Background: an optimization exercise with open tools, aiming at small area, a short achievable clock period and few clock cycles per item. Do not read the settings as production practice.
The RTL was checked by simulation tests, not by an equivalence proof against the original design.
Power and IR drop assume default switching activity.

Design cfu, start of the top module:
module cfu #(
    parameter BUF_BYTES = 64
) (
    input  wire        clk,
    input  wire        rst,           
    input  wire [7:0]  reg_addr,
    input  wire [31:0] reg_wdata,
    input  wire        reg_we,
    output reg  [31:0] reg_rdata,
    input  wire        in_valid,
    input  wire [7:0]  in_data,
    input  wire        in_eos,
    output wire        in_ready,
    output wire        out_valid,
    output reg  [7:0]  out_data,
    input  wire        out_ready
);
    localparam [7:0]  VER   = 8'h10;
    localparam [3:0] PH_IDLE = 4'd0, PH_SBODY = 4'd1, PH_PBODY = 4'd2,
                     PH_PTRL = 4'd3, PH_DONE = 4'd4, PH_FAILED = 4'd15;
    localparam [3:0] E_MAGIC = 4'd1, E_VERSION = 4'd2, E_TRUNC = 4'd3,
                     E_MALFORMED = 4'd4, E_CKSUM = 4'd5, E_ALLOC = 4'd7,
                     E_PROTO = 4'd9;
    localparam [4:0] S_IDLE    = 5'd0,
                     S_LD      = 5'd1,    
                     S_ST      = 5'd2,    
                     S_FBUF    = 5'd3,    
                     S_FABS    = 5'd4,    
                     S_W_HDR   = 5'd5,    
                     S_W_VAR   = 5'd6,    
                     S_W_TAG   = 5'd7,
                     S_W_CK    = 5'd8,    
                     S_W_PAY   = 5'd9,
                     S_W_ETAG  = 5'd10,
                     S_R_MAGIC = 5'd16,
                     S_R_VER   = 5'd17,
                     S_R_FLAGS = 5'd18,
                     S_R_VAR   = 5'd19,
                     S_R_TAG   = 5'd20,
                     S_R_CK    = 5'd21,
                     S_R_TRL   = 5'd22,
                     S_R_PAY   = 5'd23,
                     S_R_FIN   = 5'd24;   
    localparam [1:0] V_BLKSZ = 2'd0, V_ORIG = 2'd1, V_ENC = 2'd2;
    reg        failed;
    reg [2:0]  phase;
    reg [3:0]  err;
    reg        verify;
    reg        flags0;    
    reg        fbad;      
    reg [31:0] blksz;
    reg [7:0]  rec_tag;
  ...
Settings: LEC_CHECK=0, CAP_MARGIN=20, CORE_MARGIN=2, CORE_UTILIZATION=58, CTS_CLUSTER_DIAMETER=70, CTS_CLUSTER_SIZE=20, PLACE_DENSITY=0.72, SETUP_SLACK_MARGIN=4.4, SLEW_MARGIN=20; clock period 10.0 ns.
run.sh (not shown) runs the stock make flow with config.mk's settings and CLKGATE_MAP_FILE= SYNTH_SCRIPT=/design/flow/synth_recipe.tcl, a recipe that flattens the netlist after the stock synthesis.
Testbench counts at the start, summed over its fixed seeds: cycles 63,979, items 546.
Edit:
Settings changed: CORE_UTILIZATION 58 to 50, PLACE_DENSITY 0.72 to 0.65, SETUP_SLACK_MARGIN 4.4 to 4.2.
Outcome:
- via count falls by 3.5%
- routed wire length falls by 3.5%
- worst hold slack loses 0.0062 ns
- die area rises by 16%
- setup slack gains 0.0044 ns
Edit:
Settings changed: SETUP_SLACK_MARGIN 4.2 to 4.0.
Effect: The changed run completed without violations; utilization fell by 0.33 points; clock power increases by a few percent; combinational power barely changes; area after synthesis does not change; fmax drops slightly; cell count barely changes; worst setup slack got worse by 0.043 ns; clock skew falls by 0.0088 ns; register-to-register slack gets worse by 0.18 ns; sequential share of layout area came out higher by 0.24 points.

---

Another version of the RTL of cfu (not shown whole).
For scale: ~6800 cells after synthesis, about 1200 flip-flops, about 65000 µm² of cells after synthesis.
==> flow/config.mk <==
export PLATFORM = sky130hd
export DESIGN_NAME = cfu
export DESIGN_NICKNAME = cfu
export VERILOG_FILES = /design/flow/design.v
export SDC_FILE = /design/flow/constraint.sdc
export NUM_CORES = 4
export LEC_CHECK = 0
export CAP_MARGIN = 20
export CORE_MARGIN = 2
export CORE_UTILIZATION = 40
export SETUP_SLACK_MARGIN = 4.5
export SLEW_MARGIN = 20
==> flow/constraint.sdc <==
create_clock -name core_clock -period 10.0 [get_ports {clk}]
set_input_delay 2.0000 -clock core_clock [delete_from_list [all_inputs] [get_ports {clk}]]
set_output_delay 2.0000 -clock core_clock [all_outputs]
set_load 0.01 [all_outputs]
Testbench counts at the start, summed over its fixed seeds: cycles 65,138, items 546.
Then changed:
SETUP_SLACK_MARGIN = not set   (was 4.5)
Result:
- fmax went down by 28%
- utilization decreases by 2.6 points
- routed wire length fell by 6.8%
- total power fell by 1.8%
- first-iteration DRC count fell by 7.9%

## port drivers added, routing unchanged
No port has a modelled driver above. Below, the same layouts with a new extraction and two added sets of constraints. Step 1 (the two cells are an assumption about what drives the block):
set clk [get_ports {clk}]
set_driving_cell -lib_cell sky130_fd_sc_hd__clkbuf_16 $clk
set_driving_cell -lib_cell sky130_fd_sc_hd__buf_2 [delete_from_list [all_inputs] $clk]
Step 2 moves the port delays by t, midway between the first and last clock arrival at a register: inputs arrive t later, outputs are due t later. That takes back most of the time a late clock gives input paths. Three values: ideal, step 1, step 2; two values: the first two.
| run | t, ns | slack for setup (ns) | hold WS [ns] |
|---|---|---|---|
| the first run of note 1 | 0.792 | 3.989 / 3.839 / 3.629 | 0.467 / 0.467 / 0.467 |
| the second run of note 1 | 0.799 | 3.993 / 3.656 / 3.408 | 0.461 / 0.461 / 0.461 |
| the third run of note 1 | 0.801 | 3.950 / 3.688 / 3.221 | 0.465 / 0.465 / 0.465 |
| the first run of note 2 | 0.903 | 3.948 / 3.883 / 3.394 | 0.462 / 0.462 / 0.462 |
| the second run of note 2 | 0.883 | 1.540 / 1.518 / 1.518 | 0.473 / 0.473 / 0.473 |
After both steps every run listed still meets setup and hold. For the third run of note 1, which loses most, drivers alone change the setup slack by -0.262 ns; drivers and shift together by -0.729 ns.
